This is an optimization exercise on Yosys and OpenROAD, whose aim is a short achievable clock period and few clock cycles, not a production implementation.
No functional check of the RTL was part of this run.
Power and IR drop assume default switching activity.

==> flow/design.v <==
module rmap (
    input             clk,
    input             rst,
    input             cmd_valid,
    output            cmd_ready,
    input      [31:0] cmd_word,
    input      [31:0] cmd_data,
    output            rsp_valid,
    input             rsp_ready,
    output reg [3:0]  rsp_status,
    output     [31:0] rsp_rdata,
    output reg [1:0]  rsp_ebank,
    output reg [6:0]  rsp_eaddr,
    output reg [7:0]  rsp_esel,
    output reg [31:0] rsp_estatus,
    output            bus_req_valid,
    input             bus_req_ready,
    output            bus_req_write,
    output     [6:0]  bus_req_addr,
    output     [7:0]  bus_req_sel,
    output     [15:0] bus_req_wdata,
    input             bus_rsp_valid,
    input      [15:0] bus_rsp_rdata,
    input      [31:0] bus_rsp_status
);
    localparam [3:0] ST_OK          = 4'd0;
    localparam [3:0] ST_TRANSPORT   = 4'd1;
    localparam [3:0] ST_INVALID_SEL = 4'd2;
    localparam [3:0] ST_UNSUPPORTED = 4'd3;
    localparam [3:0] ST_INVALID_CMD = 4'd5;
    function [15:0] nswap(input [15:0] w);
        nswap = {w[11:8], w[15:12], w[3:0], w[7:4]};
    endfunction
    reg st_idle, st_req, st_out, st_rsp;     
    reg out_nl;              
    reg out_l;               
    reg        c_raw;        
    reg        c_mask;       
    reg        c_mux;        
    reg        c_set;        
    reg        c_gm;         
    reg        c_gp;         
    reg        c_rw;         
    reg        c_get;        
    reg        c_blast;      
    reg [7:0]  c_idx;        
    reg [3:0]  c_f1h;        
    reg [15:0] c_psel;       
    reg        c_pol;        
    reg [15:0] c_rfw;        
    reg [31:0] hm;           
    reg        q_b, q_wr;
    reg [1:0]  q_k;
    reg [7:0]  q_sel;
    reg        cur_b, cur_last;
    reg [1:0]  cur_k;
    reg [7:0]  cur_sel;
    reg [15:0] w_pass;       
    reg [15:0] w_fix;        
    reg [15:0] rd_q;         
    reg        e_rw;         
    reg        e_gl;         
    reg        e_gh;         
    reg        e_gp;         
    reg        a_pend;       
    reg [2:0]  a_pos;        
    reg [31:0] racc;         
    wire [3:0] op   = cmd_word[3:0];
    wire [3:0] feat = cmd_word[7:4];
    wire [1:0] bank = cmd_word[9:8];
    wire [7:0] idx  = cmd_word[23:16];
    wire [1:0] f    = feat[1:0];
    wire d_rw     = (op == 4'h1);
    wire d_ww     = (op == 4'h2);
    wire d_raw    = d_rw || d_ww;
    wire d_bankop = (op >= 4'h1) && (op <= 4'h6);
    wire d_muxm   = (op == 4'h9) || (op == 4'hA);
    wire d_mask   = (op == 4'h3) || (op == 4'h4) || d_muxm;
    wire d_lport  = (op == 4'h5) || (op == 4'h6);
    wire d_mport  = (op == 4'hB) || (op == 4'hC);
    wire d_port   = d_lport || d_mport;
    wire d_set    = (op == 4'h4) || (op == 4'h6) || (op == 4'hA) || (op == 4'hC);
    wire d_pol    = (f != 2'd0);
    wire bad_res  = (op == 4'h0) || (op == 4'h7) || (op == 4'h8) || (op >= 4'hD) ||
                    (cmd_word[15:10] != 6'd0) || (cmd_word[31:25] != 7'd0);
    wire bad_bank = d_bankop && (bank != 2'd1) && (bank != 2'd2);
    wire bad_feat = (d_mask || d_port) && (feat[3:2] != 2'd0);
    wire bad_port = (d_lport && (idx[7:4] != 4'd0)) || (d_mport && (idx[7:5] != 3'd0));
    wire bad_wr   = d_set && (f != 2'd0) && (f != 2'd3);
    wire d_legal  = !(bad_res || bad_bank || bad_feat || bad_port || bad_wr);
    wire [3:0] d_code = bad_res ? ST_INVALID_CMD :
                        (bad_bank || bad_feat || bad_port) ? ST_INVALID_SEL : ST_UNSUPPORTED;
    wire       d_b     = d_bankop ? bank[1] : (d_muxm ? 1'b0 : idx[4]);
    wire [1:0] d_k     = d_port ? idx[3:2] : 2'd0;
    wire [7:0] d_sel   = d_raw ? idx : {6'b000100, d_k};
    wire       d_blast = d_bankop ? bank[1] : (d_muxm ? 1'b1 : idx[4]);
    wire [15:0] d_rf   = d_mask ? (16'h1111 << f) : (16'd1 << {idx[1:0], f});
    wire cmd_acc   = st_idle && cmd_valid;
    wire acc_ok    = cmd_acc && d_legal;
    wire acc_bad   = cmd_acc && !d_legal;
    wire rsp_ok    = bus_rsp_valid && !bus_rsp_status[31];
    wire live_req  = out_nl && rsp_ok;
    wire live_rsp  = out_l && rsp_ok;
    wire err       = st_out && bus_rsp_valid && bus_rsp_status[31];
    wire get_done  = st_out && cur_last && c_get && rsp_ok;
    assign bus_req_valid = st_req || live_req;
    assign rsp_valid     = st_rsp || live_rsp;
    wire   take      = bus_req_valid && bus_req_ready;
    wire   rsp_taken = rsp_valid && rsp_ready;
    wire ns_idle = (st_idle && !cmd_valid) || rsp_taken;
    wire ns_req  = acc_ok || (bus_req_valid && !bus_req_ready);
    wire ns_out  = take || (st_out && !bus_rsp_valid);
    wire ns_rsp  = acc_bad || err || get_done || (rsp_valid && !rsp_ready);
    function is_last(input b, input [1:0] k, input wr, input set, input mask, input blast);
        is_last = (!set || wr) && (!mask || (k == 2'd3 && b == blast));
    endfunction
    wire q_last  = is_last(q_b, q_k, q_wr, c_set, c_mask, c_blast);
    wire nl_next = take ? q_last : cur_last;
    reg       n_b, n_wr;
    reg [1:0] n_k;
    always @(*) begin
        n_b = q_b; n_k = q_k; n_wr = 1'b0;
        if (c_set && !q_wr) begin
            n_wr = 1'b1;
        end else if (q_k == 2'd3) begin
            n_b = 1'b1; n_k = 2'd0;
        end else begin
            n_k = q_k + 2'd1;
        end
    end
    wire [7:0] n_sel = c_raw ? c_idx : {6'b000100, n_k};
    wire [15:0] Lq = nswap(rd_q);
    wire [3:0] new4;
    genvar g;
    generate
        for (g = 0; g < 4; g = g + 1) begin : g_new4
            assign new4[g] = (c_f1h[0] &  Lq[4*g])   | (c_f1h[1] & ~Lq[4*g+1]) |
                             (c_f1h[2] & ~Lq[4*g+2]) | (c_f1h[3] & ~Lq[4*g+3]);
        end
    endgenerate
    wire pbit = (|(c_psel & Lq)) ^ c_pol;
    assign bus_req_wdata = (w_pass & bus_rsp_rdata) | w_fix;
    assign rsp_rdata = racc | {{4{e_gh}} & new4, 12'd0, {4{e_gl}} & new4, 12'd0} |
                       {16'd0, {16{e_rw}} & Lq} | {31'd0, e_gp & pbit};
    wire [31:0] hm_next = cmd_acc ? ((d_mask ? (d_muxm ? cmd_data : {16'd0, cmd_data[15:0]})
                                             : {32{cmd_word[24]}}) ^ {32{d_pol}}) :
                          (take && q_wr && c_mask) ? {4'd0, hm[31:4]} : hm;
    always @(posedge clk) begin
        if (rst) begin
            st_idle <= 1'b1;
            st_req  <= 1'b0;
            st_out  <= 1'b0;
            st_rsp  <= 1'b0;
            out_nl  <= 1'b0;
            out_l   <= 1'b0;
        end else begin
            st_idle <= ns_idle;
            st_req  <= ns_req;
            st_out  <= ns_out;
            st_rsp  <= ns_rsp;
            out_nl  <= ns_out && !nl_next;
            out_l   <= ns_out && nl_next && !c_get;
        end
    end
    always @(posedge clk) begin
        if (cmd_acc) begin
            c_raw   <= d_raw;
            c_mask  <= d_mask;
            c_mux   <= d_muxm;
            c_set   <= d_set;
            c_gm    <= (op == 4'h3) || (op == 4'h9);
            c_gp    <= (op == 4'h5) || (op == 4'hB);
            c_rw    <= d_rw;
            c_get   <= d_rw || (op == 4'h3) || (op == 4'h9) || (op == 4'h5) || (op == 4'hB);
            c_blast <= d_blast;
            c_idx   <= idx;
            c_f1h   <= 4'b0001 << f;
            c_psel  <= 16'd1 << {idx[1:0], f};
            c_pol   <= d_pol;
            c_rfw   <= nswap(d_rf);
        end
        hm <= hm_next;
    end
    always @(posedge clk) begin
        if (take) begin
            cur_b    <= q_b;
            cur_k    <= q_k;
            cur_sel  <= q_sel;
            cur_last <= q_last;
            q_b      <= n_b;
            q_k      <= n_k;
            q_wr     <= n_wr;
            q_sel    <= n_sel;
        end else if (cmd_acc) begin
            q_b      <= d_b;
            q_k      <= d_k;
            q_wr     <= d_ww;
            q_sel    <= d_sel;
        end
        w_pass <= ns_out ? ~c_rfw : 16'd0;
        if (ns_req)
            w_fix <= st_req  ? w_fix :
                     st_idle ? nswap(cmd_data[15:0]) :
                     (w_fix & ~w_pass) | (bus_rsp_rdata & w_pass);
        else
            w_fix <= c_rfw & nswap({{4{hm_next[3]}}, {4{hm_next[2]}}, {4{hm_next[1]}}, {4{hm_next[0]}}});
    end
    always @(posedge clk) begin
        if (st_out)
            rd_q <= bus_rsp_rdata;
        if (get_done) begin
            e_rw <= c_rw;
            e_gl <= c_gm && !c_mux;
            e_gh <= c_gm && c_mux;
            e_gp <= c_gp;
        end else if (!(st_rsp && !rsp_ready)) begin
            e_rw <= 1'b0;
            e_gl <= 1'b0;
            e_gh <= 1'b0;
            e_gp <= 1'b0;
        end
        a_pend <= st_out && rsp_ok && !cur_last && c_gm;
        a_pos  <= {c_mux & cur_b, cur_k};
        if (cmd_acc)
            racc <= 32'd0;
        else if (a_pend)
            racc[{a_pos, 2'b00} +: 4] <= new4;
        if (acc_bad)
            rsp_status <= d_code;
        else if (err)
            rsp_status <= ST_TRANSPORT;
        else if (!(st_rsp && !rsp_ready))
            rsp_status <= ST_OK;
        if (err) begin
            rsp_ebank   <= cur_b ? 2'd2 : 2'd1;
            rsp_eaddr   <= {5'b11000, cur_b, 1'b0};
            rsp_esel    <= cur_sel;
            rsp_estatus <= bus_rsp_status;
        end
    end
    assign cmd_ready     = st_idle;
    assign bus_req_write = q_wr;
    assign bus_req_addr  = {5'b11000, q_b, 1'b0};
    assign bus_req_sel   = q_sel;
endmodule
==> flow/flow/run.sh <==
#!/bin/bash
# Standard layout (the standard.sh), with the port buffers made of
# sky130_fd_sc_hd__buf_8 cells instead of the default delay-buffer cells.
export BUFFER_PORTS_ARGS="-buffer_cell sky130_fd_sc_hd__buf_8"
bash standard.sh > standard_run.log 2>&1
==> flow/standard.sh <==
#!/bin/bash
# synth_recipe.tcl (not shown) runs the flow's synth.tcl, then flattens the netlist and writes it again
# the make line also repeats each setting of config.mk as NAME=value (left out here)
make -C /OpenROAD-flow-scripts/flow DESIGN_CONFIG=/design/flow/config.mk WORK_HOME=/design/flow/orfs CLKGATE_MAP_FILE= SYNTH_SCRIPT=/design/flow/synth_recipe.tcl "${@:-finish}"
==> flow/config.mk <==
export PLATFORM = sky130hd
export DESIGN_NAME = rmap
export DESIGN_NICKNAME = rmap
export VERILOG_FILES = /design/flow/design.v
export SDC_FILE = /design/flow/constraint.sdc
export NUM_CORES = 4
export LEC_CHECK = 0
export CAP_MARGIN = 20
export CORE_MARGIN = 2
export CORE_UTILIZATION = 40
export PLACE_DENSITY = 0.6
export SETUP_SLACK_MARGIN = 3
export SLEW_MARGIN = 20
==> flow/constraint.sdc <==
create_clock -name core_clock -period 6.0 [get_ports {clk}]
set_input_delay 1.2000 -clock core_clock [delete_from_list [all_inputs] [get_ports {clk}]]
set_output_delay 1.2000 -clock core_clock [all_outputs]
set_load 0.01 [all_outputs]
==> summary.txt <==
## cells by family after synthesis
| group | count (synthesis) | synth area share (%) |
|---|---|---|
| xor+xnor | 34 | 2.675 |
| simple gates | 335 | 14.65 |
| buf+inv | 119 | 5.170 |
| flops | 249 | 61.50 |
| mux | 28 | 2.551 |
| compound gates | 216 | 12.82 |
| other cells | 2 | 0.06746 |
| fa+ha+maj | 5 | 0.5620 |
## through the flow
step / std cells / util, %
floorplan: 999 / -
global placement: 1529 / 53.13
detailed placement: 1530 / 53.22
CTS: 1604 / 57.60
global route: 1610 / 58.01
finish: 1611 / 58.02
## critical path: stages (launching register included)
cell	delay, ns
edfxtp_1	0.41
a22o_1	0.26
a221oi_2	0.24
nand4_1	0.19
xor2_1	0.18
a221o_1	0.34
buf_8	0.14
## per-layer routing
metal  global-route usage (%)  routed length (µm)
met1                    28.40               13500
met3                    3.678                1705
met2                    35.93               15360
met4                    6.411                 739
met5                        0                   0
## what timing repair did
action,CTS,global route
gates cloned,0,0
buffers inserted,25,6
gates resized for setup,31,15
pin swaps,15,13
endpoints found under the hold margin,0,0
endpoints found under the setup margin,32,35
## state kept, by name, summed over array words and instances (netlist names), 3 cells and up, named ones only
signal,count
rd_q,16
c_psel,16
hm,32
cur_sel,8
w_pass,16
rsp_status,3
q_sel,8
rsp_esel,8
c_rfw,16
c_idx,8
c_f1h,4
rsp_estatus,32
racc,32
a_pos,3
## worst max path at each step
stage                            startpoint  slack, ns           end
final                     rd_q[0]$_DFFE_PP_       2.52  rsp_rdata[0]
after detailed placement       cmd_word[15]       2.38     flip-flop
after CTS                 rd_q[0]$_DFFE_PP_       2.52  rsp_rdata[0]
after global placement            cmd_valid       2.05     flip-flop
after global routing      rd_q[0]$_DFFE_PP_       2.44  rsp_rdata[0]
after floorplan                 cmd_word[1]       2.77     flip-flop
## cell usage after synthesis, types with 3 or more instances
cell | n | share of area (%)
edfxtp_1 | 186 | 50
nor2_1 | 129 | 4.3
dfxtp_1 | 63 | 11
a21oi_1 | 59 | 2.7
nand3_1 | 52 | 2.3
o21ai_0 | 47 | 2.1
clkbuf_1 | 42 | 1.4
nand2_1 | 42 | 1.4
inv_1 | 36 | 1.2
a22oi_1 | 32 | 2.2
xnor2_1 | 32 | 2.5
nand2b_1 | 30 | 1.7
buf_4 | 27 | 1.8
mux2i_1 | 25 | 2.2
nor3_1 | 23 | 1.0
a21o_1 | 18 | 1.2
a211oi_1 | 17 | 1.1
and3_1 | 12 | 0.67
and2_1 | 9 | 0.51
a221oi_1 | 7 | 0.55
a221o_1 | 6 | 0.54
buf_1 | 6 | 0.20
nor2b_1 | 6 | 0.34
a32o_1 | 5 | 0.45
ha_1 | 5 | 0.56
a2111oi_0 | 4 | 0.31
a22o_1 | 4 | 0.31
nand3b_1 | 4 | 0.27
nor3b_1 | 4 | 0.27
nor4b_1 | 4 | 0.31
o2111ai_1 | 4 | 0.31
buf_2 | 3 | 0.13
buf_6 | 3 | 0.30
mux2_2 | 3 | 0.30
nand4_1 | 3 | 0.17
o211ai_1 | 3 | 0.20
or3_1 | 3 | 0.17
## layout make-up
class	count	area share, %
clock buffers	31	4.433
well taps	378	2.950
inverters	37	0.8742
diodes	1	0.01561
clock inverters	18	0.8898
flip-flops and latches	249	42.73
repair buffers	266	23.24
multi-input cells	631	24.87
## power groups by stage
| stage | combinational, mW | clock, mW | sequential [mW] |
|---|---|---|---|
| 6_report | 0.512 | 1.61 | 1.96 |
| 5_1_grt | 0.554 | 1.71 | 1.96 |
| 4_1_cts | 0.510 | 1.64 | 1.96 |
| 3_5_place_dp | 0.491 | 0 | 1.99 |
| 3_3_place_gp | 0.486 | 0 | 1.99 |
| 2_1_floorplan | 0.235 | 0 | 1.98 |
==> qor.csv <==
metric;value;unit
core area;27630;µm²
hold path endpoint;a_pos[1]$_DFF_P_;
clock-pin slew on the worst setup and hold paths;0.06;ns
I/O pin total;238;
Die W;170.8;µm
Worst Hold Class;flip-flop to flip-flop;
first-pass GRT wire length;47.53;mm
total CTS buffers;27;
Crit Path Category;flip-flop to primary output;
sequential element share of the synthesized area;61.50;%
multi-input logic area;3986;µm²
via count;8382;
syn_area_per_cell;11.27;µm²
skew final;0.007104;ns
Max-Cap Viols;0;
worst reg-to-reg path cell count;8;
GRT overflow;0;
pin count of the biggest net entering global routing;64;
initial antenna violation count;0;
clk root buf;clkbuf_16;
global placement routability congestion;0.8200;
most frequent cells in the layout;buf_8 (225), edfxtp_1 (186), nor2_1 (128);
Longest Clk Path Bufs;3;
Least-Margin Pin Slew;1.044;ns
cell area after layout;16030;µm²
vias per cell;5.203;
row count;61;
Slew Limit Headroom;30.23;%
Critical Path AT;2.28;ns
H-tree level count;1;
Reg2Reg Launch Point;a_pos[0]$_DFF_P_;
DP Worst Slack;2.384;ns
Worst setup SP type;flip-flop;
overall routing resource usage;21.37;%
Setup Viol. Count Final;0;
Fillers;2302;
die span in y;170.8;µm
P&R area growth vs syn;44.00;%
Power Total;4.079;mW
fin crit period;3.477;ns
Routed WL per cell;19.43;µm
placed inst area;14710;µm²
final hold slack;0.3652;ns
R2R Path End;racc[17]$_SDFFE_PP0P_;
Hold Crit Start;cur_k[1]$_DFFE_PP_;
most common cell after layout, fill and taps aside;buf_8;
clock power share;39.4;%
worst-skew pair later-pin latency;0.52;ns
area of the mapped netlist;11130;µm²
dominant synthesized flop cell;edfxtp_1;
synth warn;1;
# hold bufs at CTS;0;
DP HPWL;22.00;mm
hold path cells;0;
Logic pwr share;12.6;%
sw frac;23.22;%
Pwr per Cell Area;254.5;nW/µm²
antenna-violating nets left;0;
Final period util;57.95;%
drt initial violations;701;
FFs w/ async S/R, synth;0;%
vias in the first global route;8110;
RSZ-0062 raised after global routing;yes;
Leak Pwr;6.199;nW
Final Hold Fails;0;
maximum vdd ir drop;187.0;µV
1st-pass router iterations;7;
flops & latches, synth;249;
# nets final;1335;
share of cells above drive strength 1;29.22;%
CTS tree;done;
final wirelength;31.30;mm
Reg2Reg Setup Slack;3.24;ns
status;finished clean;
Sequential Power Share;48.0;%
Critical Path Fanout Max;2;
post-route setup slack;2.523;ns
crit path capture type;primary output;
Sequential Area;6849;µm²
Initial Util;40.29;%
synth unique cells;59;
Slew Viols, Final;0;
DRC violations left;0;
post-route setup TNS;0;ns
Internal Pwr Total;3.132;mW
CP required;4.80;ns
# port buffers;224;
Max Fclk;0.2876;GHz
clock sinks;249;
Die Area;29180;µm²
Post-Syn Instances;988;
Post-synth EDFFs;186;
Switch Pwr;0.9471;mW

==> afterwards: timing with drivers on the ports <==
The results above use ideal ports. As a check the final layout listed here was re-extracted and re-timed, cells and wires unchanged.
Step 1: set_driving_cell puts a clkbuf_16 on clk and a buf_2 on each other input, an assumption about the parent block.
Step 2 also shifts input and output timing later by t, the mid clock arrival at the registers, as if the neighbouring blocks saw the same clock.
a / b / c = ideal ports / drivers / drivers and shift; a / b = the first two.
shift t [ns]: 0.573
setup slack, ns: 2.523 / 2.471 / 2.536
hold WS [ns]: 0.365 / 0.365 / 0.365
worst data-port slew with drivers (ns): 0.09
After both steps setup and hold are still met in this run. The setup slack of this run moves by -0.052 ns with the drivers and by +0.013 ns with both steps.
